This is an optimization exercise on Yosys and OpenROAD, whose aim is small area, a short achievable clock period and few clock cycles, not a production implementation. The RTL of this run was laid out without a check of its function. Power and IR drop assume default switching activity.

File: flow/design.v
module tape_core (
    input  wire        clk,
    input  wire        rst,             
    input  wire        ld_tape,         
    input  wire        ld_exp,          
    input  wire        ld_plen,         
    input  wire        ld_elen,         
    input  wire [3:0]  ld_addr,
    input  wire [4:0]  ld_data,
    input  wire        launch,
    input  wire        launch_mode,     
    input  wire [63:0] launch_a,
    input  wire [63:0] launch_b,
    input  wire [63:0] launch_c,
    output reg  [2:0]  status,
    output reg  [1:0]  result,
    output reg  [2:0]  cause,
    output reg  [4:0]  epc,
    output reg  [5:0]  einsn,
    output reg  [15:0] ocnt,
    output reg  [4:0]  ip,
    output reg  [63:0] reg_a,
    output reg  [63:0] reg_b,
    output reg  [63:0] reg_c,
    output reg         emit_valid,
    output reg  [15:0] emit_index,
    output reg  [2:0]  emit_digit
);
    localparam ST_IDLE    = 3'd0;
    localparam ST_RUNNING = 3'd1;
    localparam ST_HALTED  = 3'd2;
    localparam ST_ABORTED = 3'd3;
    localparam ST_FAULTED = 3'd4;
    localparam RES_NONE     = 2'd0;
    localparam RES_SUCCESS  = 2'd1;
    localparam RES_SHORT    = 2'd2;
    localparam RES_MISMATCH = 2'd3;
    localparam CAUSE_RSV_COMBO = 3'd1;
    localparam CAUSE_ODD_LEN   = 3'd2;
    localparam CAUSE_NEG_EXP   = 3'd3;
    reg [2:0] tape [0:15];
    reg [2:0] expd [0:15];
    reg [4:0] plen;
    reg [4:0] elen;
    reg       mode;
    reg       running;
    reg [2:0] o0, r0, o1, r1, o2, r2;
    reg       v1, v2;         
    function [17:0] window;
        input [4:0] p;
        reg [3:0] a;
        begin
            a = {p[3:1], 1'b0};
            if (p[0])
                window = {tape[a + 4'd1], tape[a + 4'd2], 12'd0};
            else
                window = {tape[a], tape[a + 4'd1], tape[a + 4'd2],
                          tape[a + 4'd3], tape[a + 4'd4], tape[a + 4'd5]};
        end
    endfunction
    wire combo0   = (o0 == 3'd0) || (o0 == 3'd2) || (o0 == 3'd5) || (o0 == 3'd6) || (o0 == 3'd7);
    wire combo1   = (o1 == 3'd0) || (o1 == 3'd2) || (o1 == 3'd5) || (o1 == 3'd6) || (o1 == 3'd7);
    wire isdiv0   = (o0 == 3'd0) || (o0 == 3'd6) || (o0 == 3'd7);
    wire isdiv1   = (o1 == 3'd0) || (o1 == 3'd6) || (o1 == 3'd7);
    wire s0_wrb_lit = (o0 == 3'd1);
    wire s0_wrb_mod = (o0 == 3'd2);
    wire s0_wrb_xr  = (o0 == 3'd4);
    function [63:0] cval;
        input [2:0] r;
        input [63:0] a, b, c;
        begin
            case (r)
                3'd4: cval = a;
                3'd5: cval = b;
                3'd6: cval = c;
                default: cval = {61'd0, r};
            endcase
        end
    endfunction
    wire [63:0] cv0 = cval(r0, reg_a, reg_b, reg_c);
    wire [2:0]  lo0 = cv0[2:0];
    reg  [63:0] b_s0;
    always @(*) begin
        case (o0)
            3'd1: b_s0 = reg_b ^ {61'd0, r0};
            3'd2: b_s0 = {61'd0, lo0};
            3'd4: b_s0 = reg_b ^ reg_c;
            default: b_s0 = reg_b;
        endcase
    end
    wire haz_k   = isdiv1 && (r1 == 3'd5) && s0_wrb_xr;
    wire s0_div_a = (o0 == 3'd0);
    wire s0_div_b = (o0 == 3'd6);
    wire s0_div_c = (o0 == 3'd7);
    wire rsv1    = combo1 && (r1 == 3'd7);
    wire [63:0] cv1_nofwd = cval(r1, reg_a, b_s0, reg_c);
    wire neg1    = isdiv1 && cv1_nofwd[63];
    wire a_pos   = !reg_a[63];
    wire nz_a    = (reg_a != 64'd0);
    reg  nz_lit;
    always @(*) begin
        case (r0[1:0])
            2'd0: nz_lit = nz_a;
            2'd1: nz_lit = (reg_a[63:1] != 63'd0);
            2'd2: nz_lit = (reg_a[63:2] != 62'd0);
            default: nz_lit = (reg_a[63:3] != 61'd0);
        endcase
    end
    wire a0_known = !s0_div_a || (!r0[2] && a_pos);
    wire nz_a0    = s0_div_a ? nz_lit : nz_a;    
    wire pair_ok =
        v1 && (o0 != 3'd3) &&
        !(isdiv0 && isdiv1) &&
        !(o0 == 3'd5 && o1 == 3'd5) &&
        !rsv1 && !neg1 && !haz_k &&
        !(o1 == 3'd3 && !a0_known);
    wire rsv0  = combo0 && (r0 == 3'd7);
    wire neg0  = isdiv0 && cv0[63];
    wire fault0 = rsv0 || neg0;
    wire        div_s1 = !isdiv0;
    wire [2:0]  kr     = div_s1 ? r1 : r0;
    wire        big_a  = (reg_a[63:6] != 58'd0);
    wire        big_b  = (reg_b[63:6] != 58'd0) && !(div_s1 && s0_wrb_mod);
    wire        big_c  = (reg_c[63:6] != 58'd0);
    wire [5:0]  kb     = !div_s1    ? reg_b[5:0] :
                         s0_wrb_lit ? reg_b[5:0] ^ {3'd0, r0} :
                         s0_wrb_mod ? {3'd0, lo0} : reg_b[5:0];
    reg  [5:0]  k;
    reg         big;
    always @(*) begin
        case (kr)
            3'd4: begin k = reg_a[5:0]; big = big_a; end
            3'd5: begin k = kb;         big = big_b; end
            3'd6: begin k = reg_c[5:0]; big = big_c; end
            default: begin k = {3'd0, kr}; big = 1'b0; end
        endcase
    end
    wire [63:0] sh     = $signed(reg_a) >>> k;
    wire        sticky = reg_a[63] && ((reg_a & ~({64{1'b1}} << k)) != 64'd0);
    wire [63:0] dres   = big ? 64'd0 : (sh + {63'd0, sticky});
    wire [2:0] exp_d    = expd[ocnt[3:0]];
    wire       past_end = (ocnt >= {11'd0, elen});
    wire       mis0     = mode && (past_end || (exp_d != lo0));
    wire       abort0   = (o0 == 3'd5) && mis0;
    wire issue1 = pair_ok && !fault0 && !abort0;
    wire [63:0] a_s0 = s0_div_a ? dres : reg_a;
    wire [63:0] b_s0d = s0_div_b ? dres : b_s0;
    wire [63:0] c_s0 = s0_div_c ? dres : reg_c;
    wire [63:0] cv1 = cval(r1, a_s0, b_s0d, c_s0);
    wire [2:0]  lo1 = cv1[2:0];
    wire        mis1   = mode && (past_end || (exp_d != lo1));
    wire        abort1 = issue1 && (o1 == 3'd5) && mis1;
    wire a1_known = a0_known && !(o1 == 3'd0 && !(!r1[2] && a_pos && !s0_div_a));
    reg  nz_lit1;
    always @(*) begin
        case (r1[1:0])
            2'd0: nz_lit1 = nz_a;
            2'd1: nz_lit1 = (reg_a[63:1] != 63'd0);
            2'd2: nz_lit1 = (reg_a[63:2] != 62'd0);
            default: nz_lit1 = (reg_a[63:3] != 61'd0);
        endcase
    end
    wire nz_a1  = (o1 == 3'd0) ? nz_lit1 : nz_a0;
    wire issue2 = issue1 && v2 && (o2 == 3'd3) && (o1 != 3'd3) && a1_known;
    wire [4:0] ip2 = ip + 5'd2;
    wire [4:0] ip4 = ip + 5'd4;
    wire [4:0] ip6 = ip + 5'd6;
    reg  [4:0] nip;
    always @(*) begin
        if (o0 == 3'd3)
            nip = nz_a ? {2'b00, r0} : ip2;
        else if (!issue1)
            nip = ip2;
        else if (o1 == 3'd3)
            nip = nz_a0 ? {2'b00, r1} : ip4;
        else if (issue2)
            nip = nz_a1 ? {2'b00, r2} : ip6;
        else
            nip = ip4;
    end
    wire halt_next = ({1'b0, nip} + 6'd1) >= {1'b0, plen};
    reg [63:0] a_n, b_n, c_n;
    reg        emit0, emit1;
    always @(*) begin
        a_n = a_s0;
        c_n = c_s0;
        b_n = b_s0d;
        if (issue1) begin
            case (o1)
                3'd0: a_n = dres;
                3'd1: b_n = b_s0d ^ {61'd0, r1};
                3'd2: b_n = {61'd0, lo1};
                3'd4: b_n = b_s0d ^ c_s0;
                3'd6: b_n = dres;
                3'd7: c_n = dres;
                default: ;
            endcase
        end
    end
    wire       emitted = (o0 == 3'd5) || (issue1 && o1 == 3'd5);
    wire [2:0] edig    = (o0 == 3'd5) ? lo0 : lo1;
    wire [15:0] ocnt_n = ocnt + {15'd0, emitted};
    wire       abort   = abort0 || abort1;
    always @(posedge clk) begin
        if (!running) begin
            if (ld_tape) tape[ld_addr] <= ld_data[2:0];
            if (ld_exp)  expd[ld_addr] <= ld_data[2:0];
        end
    end
    wire [17:0] win_n = window(nip);
    wire [17:0] win_0 = window(5'd0);
    always @(posedge clk) begin
        if (rst) begin
            status     <= ST_IDLE;
            running    <= 1'b0;
            result     <= RES_NONE;
            cause      <= 3'd0;
            epc        <= 5'd0;
            einsn      <= 6'd0;
            ocnt       <= 16'd0;
            ip         <= 5'd0;
            reg_a      <= 64'd0;
            reg_b      <= 64'd0;
            reg_c      <= 64'd0;
            plen       <= 5'd0;
            elen       <= 5'd0;
            mode       <= 1'b0;
            emit_valid <= 1'b0;
            emit_index <= 16'd0;
            emit_digit <= 3'd0;
        end else begin
            emit_valid <= 1'b0;
            if (!running) begin
                if (ld_plen) plen <= ld_data;
                if (ld_elen) elen <= ld_data;
                if (launch) begin
                    reg_a  <= launch_a;
                    reg_b  <= launch_b;
                    reg_c  <= launch_c;
                    mode   <= launch_mode;
                    ip     <= 5'd0;
                    ocnt   <= 16'd0;
                    einsn  <= 6'd0;
                    if (plen[0]) begin
                        status  <= ST_FAULTED;
                        result  <= RES_NONE;
                        cause   <= CAUSE_ODD_LEN;
                        epc     <= plen - 5'd1;
                    end else if (plen == 5'd0) begin
                        status  <= ST_HALTED;
                        result  <= !launch_mode ? RES_NONE :
                                   (elen == 5'd0) ? RES_SUCCESS : RES_SHORT;
                        cause   <= 3'd0;
                        epc     <= 5'd0;
                    end else begin
                        status  <= ST_RUNNING;
                        running <= 1'b1;
                        result  <= RES_NONE;
                        cause   <= 3'd0;
                        epc     <= 5'd0;
                    end
                end
            end else if (fault0) begin
                status  <= ST_FAULTED;
                running <= 1'b0;
                cause   <= rsv0 ? CAUSE_RSV_COMBO : CAUSE_NEG_EXP;
                epc     <= ip;
                einsn   <= {o0, r0};
            end else begin
                reg_a <= a_n;
                reg_b <= b_n;
                reg_c <= c_n;
                ocnt  <= ocnt_n;
                if (emitted) begin
                    emit_valid <= 1'b1;
                    emit_index <= ocnt;
                    emit_digit <= edig;
                end
                if (abort) begin
                    status  <= ST_ABORTED;
                    running <= 1'b0;
                    result  <= RES_MISMATCH;
                    ip      <= abort0 ? ip2 : ip4;
                end else begin
                    ip <= nip;
                    if (halt_next) begin
                        status  <= ST_HALTED;
                        running <= 1'b0;
                        if (!mode)
                            result <= RES_NONE;
                        else if (ocnt_n == {11'd0, elen})
                            result <= RES_SUCCESS;
                        else
                            result <= RES_SHORT;
                    end
                end
            end
        end
    end
    always @(posedge clk) begin
        if (!running) begin
            {o0, r0, o1, r1, o2, r2} <= win_0;
            v1 <= (plen > 5'd3);
            v2 <= (plen > 5'd5);
        end else begin
            {o0, r0, o1, r1, o2, r2} <= win_n;
            v1 <= !nip[0] && ({1'b0, nip} + 6'd3 < {1'b0, plen});
            v2 <= !nip[0] && ({1'b0, nip} + 6'd5 < {1'b0, plen});
        end
    end
endmodule
File: flow/run.sh
#!/bin/bash
# synth_recipe.tcl (not shown) runs the flow's synth.tcl, then flattens the netlist and writes it again
# the make line also repeats each setting of config.mk as NAME=value (left out here)
make -C /OpenROAD-flow-scripts/flow DESIGN_CONFIG=/design/flow/config.mk WORK_HOME=/design/flow/orfs CLKGATE_MAP_FILE= SYNTH_SCRIPT=/design/flow/synth_recipe.tcl finish
File: flow/config.mk
export PLATFORM = sky130hd
export DESIGN_NAME = tape_core
export DESIGN_NICKNAME = tape_core
export VERILOG_FILES = /design/flow/design.v
export SDC_FILE = /design/flow/constraint.sdc
export NUM_CORES = 4
export LEC_CHECK = 0
export CAP_MARGIN = 20
export CORE_MARGIN = 2
export CORE_UTILIZATION = 40
export SLEW_MARGIN = 20
File: flow/constraint.sdc
create_clock -name core_clock -period 9.0 [get_ports {clk}]
set_input_delay 1.8000 -clock core_clock [delete_from_list [all_inputs] [get_ports {clk}]]
set_output_delay 1.8000 -clock core_clock [all_outputs]
set_load 0.01 [all_outputs]
==> flow_summary.toml <==
[synth]
synth_cells = 4664
synth_top_area_share_pct = 16.7
syn_nets = 4905
ys_seq_area_share_pct = 25.2
synth_edf_count = 96
synthFlopType = "dfxtp_1"
ys_types = 124
syn-cell-area_um2 = 34300
synth-async-reset-ratio_pct = 0
syn_area_per_cell_um2 = 7.36
synthTopCellsByArea = "dfxtp_1 (17%), edfxtp_1 (8.4%), a211oi_1 (6.8%), nand2_1 (6.1%), a21oi_1 (6.0%)"
yosysWarnings = 1
synth_area_leader_cell = "dfxtp_1"
synth_seq_cells = 383

[clocking]
cts_buffers = 50
path_clk_slew_ns = 0.07
cts_tree = "yes"
cts_max_path_buffers = 3
postCtsSetupRepairBufs = 0
clkSinkCount = 383
htreeDepth = 2
clockRootBuffer = "clkbuf_16"
cts_resized = 0
cts_hold_buffers = 0
clk_latency_ns = 0.66

[critical_path]
endpoint_kind = "flop"
ff2ff_path_depth = 24
r2r_start = "o0[2]"
timing.reg2reg.setup_slack_ns = 0.83
cp.required_ns = 9.55
arrival_ns = 8.73
r2r_end = "reg_b[38]"
startpoint_type = "flop"
criticalPathCategory = "flop to flop"
worstPathMaxFanout = 41

[min_path]
hold_path.startpoint = "emit_index[9]"
holdPathStages = 2
hp-class = "flop to flop"
min_to = "emit_index[9]"

[grt]
grt_overflow = 0
grt_antenna_before_repair = 15
grt_pass1_vias = 39100
grt_start_max_net_pins = 140
grt_pass1_wl_um = 290000
grtUsageTotal_pct = 44.0

[cells_and_area]
n_fill_cell = 8462
nNetsFinal = 5215
drive_above_1_share_pct = 10.5
syn_to_final_growth_pct = 23.3

[sta]
skew_ns = 0.0449
maxSlewViolCount = 0
period_needed_ns = 8.17
slew_headroom_pct = 17.7
fin_crit_sh_pct = 90.8
setup_viol = 0
worstMarginPinSlew_ns = 1.22
fmax_mhz = 122
setup_ws_ns = 0.827
hold_viol = 0
tns_ns = 0
rsz0062_at_grt = "false"

[power_and_ir_drop]
ir_worst_vdd_uv = 260
p_per_area_nw_per_um2 = 312
p_leak_nw = 14.4

[drt]
viasPerCell = 6.96
route.met2.wl_um = 84700
dr.pass1.iters = 7
num_vias = 42900
dr.max_layer_used = "met5"
routedWlPerCell_um = 33.0
ant_nets = 0
drc = 0
wl_met3_um = 25700
drt_iter0_markers = 6303
totalWireLength_um = 204000
drt-met1-wl_um = 77300

[floorplanning]
core_um2 = 85000
fp.dieW_um = 297
ios = 461
die_height_um = 297
rows = 107
die_area_um2 = 88100
initial_core_util_pct = 40.4

[placement]
routabilityCongestion = 1.05
port_buffers = 459
post-place-ws_ns = 1.09
dp_hpwl_um = 150000

[run]
cap_violations = 0

[outcome]
status = "finished clean"
final cells by class:
class / count / area [um2] / area share, %
multi-input cells: 3743 / 23700 / 56.0
inverters: 107 / 402 / 0.950
flip-flops and latches: 383 / 8640 / 20.4
clock inverters: 26 / 315 / 0.746
diodes: 12 / 30.0 / 0.0710
well taps: 1144 / 1430 / 3.39
repair buffers: 689 / 6420 / 15.2
clock buffers: 65 / 1370 / 3.23
power breakdown:
group          switching (mW)  internal, mW
clock                   0.915          1.20
sequential              0.469          1.94
combinational            5.96          2.71
sequential cells by signal, indices dropped and copies added, names as in the netlist, 5 cells and up, named ones only:
| name | flops |
|---|---|
| plen | 5 |
| einsn | 6 |
| epc | 5 |
| elen | 5 |
| reg_a | 64 |
| expd | 48 |
| emit_index | 16 |
| reg_c | 64 |
| tape | 48 |
| reg_b | 64 |
| ip | 5 |
| ocnt | 16 |
through the flow:
step | total power, mW | hold WS, ns | cell area [um2] | utilization [%] | std cells
4_1_cts | 12.7 | 0.455 | 42200 | 49.7 | 6155
2_1_floorplan | 6.87 | 0.460 | 34300 | - | 4664
5_1_grt | 13.5 | 0.471 | 42300 | 49.7 | 6157
6_report | 13.2 | 0.452 | 42300 | 49.7 | 6169
3_3_place_gp | 10.6 | 0.444 | 40500 | 47.7 | 6064
3_5_place_dp | 10.6 | 0.447 | 40500 | 47.7 | 6064
cells in the final DEF, fill, tap and decap left out, drive strengths merged, types with 39 or more instances in the layout:
cell type and n:
a22oi 132, a211oi 320, nor4 77, dfxtp 287
edfxtp 96, clkbuf 66, a21oi 417, o211ai 64
xnor2 48, o21ai 409, o22ai 57, nand3 112
mux2i 98, a221oi 102, nor3 98, inv 108
nor2 477, a2111oi 42, buf 230, nand4 39
a31oi 64, clkdlybuf4s50 458, nand2 565, mux4 39
routing by layer:
layer / vias to the layer above / track usage (%)
li1: 18400 / -
met1: 20400 / 55.9
met2: 3334 / 64.2
met3: 781 / 13.5
met4: 10 / 28.8
met5: - / 0
cells in the mapped netlist (30+ instances only):
master       n
a2111oi_0   35
a211oi_1   309
a21o_1      38
a21oi_1    414
a221oi_1    96
a22oi_1    124
a31oi_1     62
and3_1      30
buf_1       38
buf_2       68
clkbuf_1   297
dfxtp_1    287
edfxtp_1    96
ha_1        32
inv_1      102
mux2i_1     97
mux4_2      39
nand2_1    561
nand3_1    110
nand4_1     36
nor2_1     476
nor3_1      89
nor4_1      68
o211ai_1    64
o21ai_0    395
o22ai_1     56
xnor2_1     48
logic make-up (layout without fill, tap and decap cells):
group	after synthesis	after routing	synth area share, %
buf+inv	538	887	6.62
compound gates	1914	1914	38.0
fa+ha+maj	32	32	1.17
simple gates	1566	1566	21.1
other cells	1	13	0.0109
xor+xnor	77	77	1.97
mux	153	153	5.97
flops	383	383	25.2
worst max path at each step:
stage | start | endpoint | slack, ns | depth (start not counted)
floorplan | o0[1] | status[1] | 1.99 | 30
global placement | o0[2] | reg_b[44] | 1.13 | 25
detailed placement | o0[2] | reg_b[44] | 1.09 | 25
CTS | o0[2] | reg_b[44] | 1.02 | 25
global route | o0[2] | status[1] | 0.34 | 24
finish | o0[2] | reg_b[38] | 0.83 | 24
worst max-delay path: stages (launching register included):
cell	delay (ns)
dfxtp_4	0.69
or3_1	0.55
and3_1	0.36
o22ai_2	0.17
o21ai_4	0.71
buf_4	0.50
a211oi_1	0.13
buf_4	0.19
a22oi_1	0.27
a21oi_1	0.14
nor4_1	0.34
buf_4	0.25
nor2_1	0.06
a31oi_1	0.30
ha_1	0.23
ha_1	0.19
inv_1	0.08
a211oi_4	0.27
nand4_2	0.25
nor4_2	0.72
nor2_1	0.11
or2_1	0.49
nor2b_1	0.24
or4_1	0.52
a311oi_2	0.24

[re-timing with driven ports]
No port has a modelled driver above. Below, the same layout with a new extraction and two added sets of constraints. Step 1 sets driving cells, clkbuf_16 on the clock port and buf_2 on the other inputs (assumed; they add their load-dependent delay and slew). Step 2 moves the port delays by t, midway between the first and last clock arrival at a register: inputs arrive t later, outputs are due t later. That takes back most of the time a late clock gives input paths. Three values: no drivers, after step 1, after step 2; two values: the first two.
t, ns: 0.716
slack for setup (ns): 0.827 / 0.827 / 0.827
latest minus earliest clock arrival (ns): 0.045 / 0.045
After both steps setup and hold are still met in this run. For this run, drivers alone change the setup slack by 0.000 ns; drivers and shift together by 0.000 ns.
